From an optimization exercise on the open Yosys and OpenROAD flow, aimed at small area, a short achievable clock period and few clock cycles; shortcuts taken in it are not production practice. Function was checked by simulation only, so behaviour that the tests miss may differ from the original. Power is estimated from default activity; no workload was simulated.

Setup of v6:
Design scu, start of the top module:
module scu (
  input             clk,
  input             rst,         
  input             bus_valid,
  input             bus_write,
  input      [9:0]  bus_addr,    
  input      [31:0] bus_wdata,
  output            bus_ready,
  output reg [31:0] bus_rdata
);
  localparam [3:0] E_ILLEGAL  = 4'd1;
  localparam [3:0] E_RANGE    = 4'd2;
  localparam [3:0] E_INVSYM   = 4'd3;
  localparam [3:0] E_MALLEN   = 4'd4;
  localparam [3:0] E_KIND     = 4'd5;
  localparam [3:0] E_CSUM     = 4'd6;
  localparam [3:0] E_BADPARAM = 4'd7;
  localparam [5:0] OP_NOP    = 6'h00;
  localparam [5:0] OP_CLRERR = 6'h01;
  localparam [5:0] OP_CLRSYM = 6'h02;
  localparam [5:0] OP_EXT    = 6'h04;
  localparam [5:0] OP_INS    = 6'h05;
  localparam [5:0] OP_XCIPH  = 6'h08;
  localparam [5:0] OP_CSUM   = 6'h0C;
  localparam [5:0] OP_CSTORE = 6'h0D;
  localparam [5:0] OP_CVER   = 6'h0E;
  localparam [5:0] OP_VKIND  = 6'h0F;
  localparam [5:0] OP_LUTF   = 6'h10;
  localparam [5:0] OP_LUTR   = 6'h11;
  localparam [5:0] OP_FMT    = 6'h12;
  localparam [5:0] OP_PARSE  = 6'h13;
  function [5:0] cipher_entry(input r, input [5:0] idx);
    begin
      cipher_entry = 6'd0;
      if (!r) begin
        case (idx)
          6'd0: cipher_entry = 6'd21;
          6'd1: cipher_entry = 6'd35;
          6'd2: cipher_entry = 6'd46;
          6'd3: cipher_entry = 6'd4;
          6'd4: cipher_entry = 6'd13;
          6'd5: cipher_entry = 6'd63;
          6'd6: cipher_entry = 6'd26;
          6'd7: cipher_entry = 6'd16;
  ...
Size: about 6,600 cells after synthesis, ~1,100 flip-flops, about 0.067 mm2 of cells after synthesis.
make LEC_CHECK=0 CAP_MARGIN=20 CORE_MARGIN=2 CORE_UTILIZATION=40 CTS_BUF_LIST='sky130_fd_sc_hd__clkbuf_4 sky130_fd_sc_hd__clkbuf_8' SETUP_SLACK_MARGIN=5 SLEW_MARGIN=20 TNS_END_PERCENT=30 finish   # period 10.0 ns
run.sh (not shown) runs the stock make flow with config.mk's settings and CLKGATE_MAP_FILE= SYNTH_SCRIPT=/design/flow/synth_recipe.tcl, a recipe that flattens the netlist after the stock synthesis.
v6 finished every step from synthesis to the final layout, and the layout passed the timing, DRC and antenna checks.
Testbench counts of v6, summed over its fixed seeds: cycles 10,500.
Input changes introduced in v7 (baseline for comparison: v6):
--- a/flow/design.v
+++ b/flow/design.v
@@ -389,21 +389,23 @@
   wire [38:0]  e3 = c_off[3] ? e4[8 +: 39]  : e4[0 +: 39];
   wire [34:0]  e2 = c_off[2] ? e3[4 +: 35]  : e3[0 +: 35];
   wire [32:0]  e1 = c_off[1] ? e2[2 +: 33]  : e2[0 +: 33];
   wire [31:0]  ex = c_off[0] ? e1[1 +: 32]  : e1[0 +: 32];
   reg  [31:0]  wmask;
   integer wk;
   always @(*) for (wk = 0; wk < 32; wk = wk + 1) wmask[wk] = (c_wid > wk);
   wire [31:0]  ext_value = ex & wmask;
-  wire [31:0]  ir0 = c_off[0] ? {val[30:0], val[31]}    : val;
-  wire [31:0]  ir1 = c_off[1] ? {ir0[29:0], ir0[31:30]} : ir0;
-  wire [31:0]  ir2 = c_off[2] ? {ir1[27:0], ir1[31:28]} : ir1;
-  wire [31:0]  ir3 = c_off[3] ? {ir2[23:0], ir2[31:24]} : ir2;
-  wire [31:0]  ir  = c_off[4] ? {ir3[15:0], ir3[31:16]} : ir3;
+  wire [32:0]  i0 = c_off[0] ? {val, 1'b0} : {1'b0, val};
+  wire [34:0]  i1 = c_off[1] ? {i0, 2'b0}  : {2'b0, i0};
+  wire [38:0]  i2 = c_off[2] ? {i1, 4'b0}  : {4'b0, i1};
+  wire [46:0]  i3 = c_off[3] ? {i2, 8'b0}  : {8'b0, i2};
+  wire [62:0]  i4 = c_off[4] ? {i3, 16'b0} : {16'b0, i3};
+  wire [94:0]  i5 = c_off[5] ? {i4, 32'b0} : {32'b0, i4};
+  wire [158:0] i6 = c_off[6] ? {i5, 64'b0} : {64'b0, i5};
   wire [8:0]  f_end9 = ks_add9({2'b00, c_off}, {3'b000, c_wid});
   wire [7:0]  f_end = f_end9[7:0];
   reg  [15:0] oh_lt, oh_eq, eh_gt, eh_eq;
   reg  [7:0]  ol_le, el_gt;
   reg  [119:0] ins_m;
   integer mk, mp;
   always @(*) begin
     for (mk = 0; mk < 16; mk = mk + 1) begin
@@ -448,22 +450,22 @@
                     ({2'b00, sym[12]} & {8{lt[13]}}) +
                     ({2'b00, sym[13]} & {8{lt[14]}}) +
                     ({2'b00, sym[14]} & {8{lt[15]}}) +
                     ({2'b00, sym[15]} & {8{lt[16]}}) +
                     ({2'b00, sym[16]} & {8{lt[17]}}) +
                     ({2'b00, sym[17]} & {8{lt[18]}}) +
                     ({2'b00, sym[18]} & {8{lt[19]}});
   wire [2:0] key = sym[0][5:3];
-  reg  [5:0] xks [0:19];
+  reg  [5:0] xsym [0:19];
   integer xi;
   always @(*) begin
     for (xi = 0; xi < 20; xi = xi + 1)
-      xks[xi] = cipher_entry(region, {1'b0, key, 2'b00} + xi[5:0]);
-    xks[0][5:3] = 3'b000;
+      xsym[xi] = sym[xi] ^ cipher_entry(region, {1'b0, key, 2'b00} + xi[5:0]);
+    xsym[0] = {key, xsym[0][2:0]};
   end
   function [9:0] next_of(input [9:0] a, input [5:0] tl);
     begin
       next_of = a;
       if (a == 10'd6) next_of = 10'd128;
       else if (a == 10'd4) next_of = 10'd1;
       else if (a[9:5] == 5'b00100)
         next_of = ({1'b0, a[4:0]} + 6'd1 == tl || a[4:0] == 5'd31) ? 10'd1 : a + 10'd1;
@@ -620,22 +622,22 @@
   reg  [5:0]  sym_d  [0:19];
   reg  [5:0]  sym_we [0:19];
   integer     wi, wb;
   always @(*) begin
     for (wi = 0; wi < 20; wi = wi + 1)
       for (wb = 0; wb < 6; wb = wb + 1) begin
         sym_d[wi][wb] =
           ((sw_bus & (bus_addr[4:0] == wi)) & bus_wdata[wb]) |
-          ((sw_ins & ins_m[6 * wi + 5 - wb]) & ir[(6 * wi + 5 - wb) % 32]) |
-          ((r_xciph & lt[wi]) & ~sym[wi][wb]) |
+          ((sw_ins & ins_m[6 * wi + 5 - wb]) & i6[6 * wi + 5 - wb]) |
+          ((r_xciph & lt[wi]) & xsym[wi][wb]) |
           ((r_cstore & ll[wi] & (wb < 4)) & sum_eff[wb % 4]) |
           ((sw_par & lt[wi]) & pbuf[wi][wb]);
         sym_we[wi][wb] = sw_zero | (sw_bus & (bus_addr[4:0] == wi)) |
-          (sw_ins & ins_m[6 * wi + 5 - wb]) | (r_xciph & lt[wi] & xks[wi][wb]) |
+          (sw_ins & ins_m[6 * wi + 5 - wb]) | (r_xciph & lt[wi]) |
           (r_cstore & ll[wi] & (wb < 4)) | (sw_par & lt[wi]);
       end
   end
   always @(posedge clk) begin
     for (wi = 0; wi < 20; wi = wi + 1)
       for (wb = 0; wb < 6; wb = wb + 1)
         if (sym_we[wi][wb]) sym[wi][wb] <= sym_d[wi][wb] & ~sw_zero;
   end
### Flow results
- From v6 to v7 the numbers moved as follows: share of the yosys chip area belonging to registers now smaller, number of nets in the final layout rose by 2.7%, final area now larger, sequential portion of the cell area went down, total power neither gained nor lost much.
- Count of cell types in the netlist: v7 and v6 compared, lower one is v6
- Ratio of cells with drive above 1 in the final layout: v7 < v6
- v6 -> v7: final-layout clock buffer total increased by a few percent
- [v7] global-route met2 utilization fell 0.15 points relative to v6
- v7 gives more die span in y than v6 did.
- v7 has total wirelength of the detailed-routed design above what v6 had.
- | worst slew margin relative to its limit | higher: v7 |
- Total number of vias ends up lower on v6.
Testbench counts of v7, summed over its fixed seeds: cycles 10,500.

[port drivers added, routing unchanged]
The results above use ideal ports. As a check the final layouts listed here were re-extracted and re-timed, cells and wires unchanged. Step 1 assumes that a clkbuf_16 drives the clock port and a buf_2 every other input. Step 2 times the ports against the registers' clock, not the clock port: input delays grow and output delays shrink by t, the midpoint of the rising clock arrivals with the driver on. Slacks: no drivers / after step 1 / after step 2; pairs: no drivers / after step 1.
run | shift t [ns] | setup WS [ns] | hold slack, ns | worst data-port slew with drivers (ns) | pins driven straight from the clock port
v6 | 1.129 | 4.759 / 4.660 / 3.679 | 0.453 / 0.453 / 0.453 | 0.09 | 1
v7 | 1.133 | 4.730 / 4.641 / 3.739 | 0.470 / 0.470 / 0.470 | 0.05 | 1
After both steps setup and hold are still met in every run listed. For v6, which loses most, drivers alone change the setup slack by -0.099 ns; drivers and shift together by -1.080 ns.
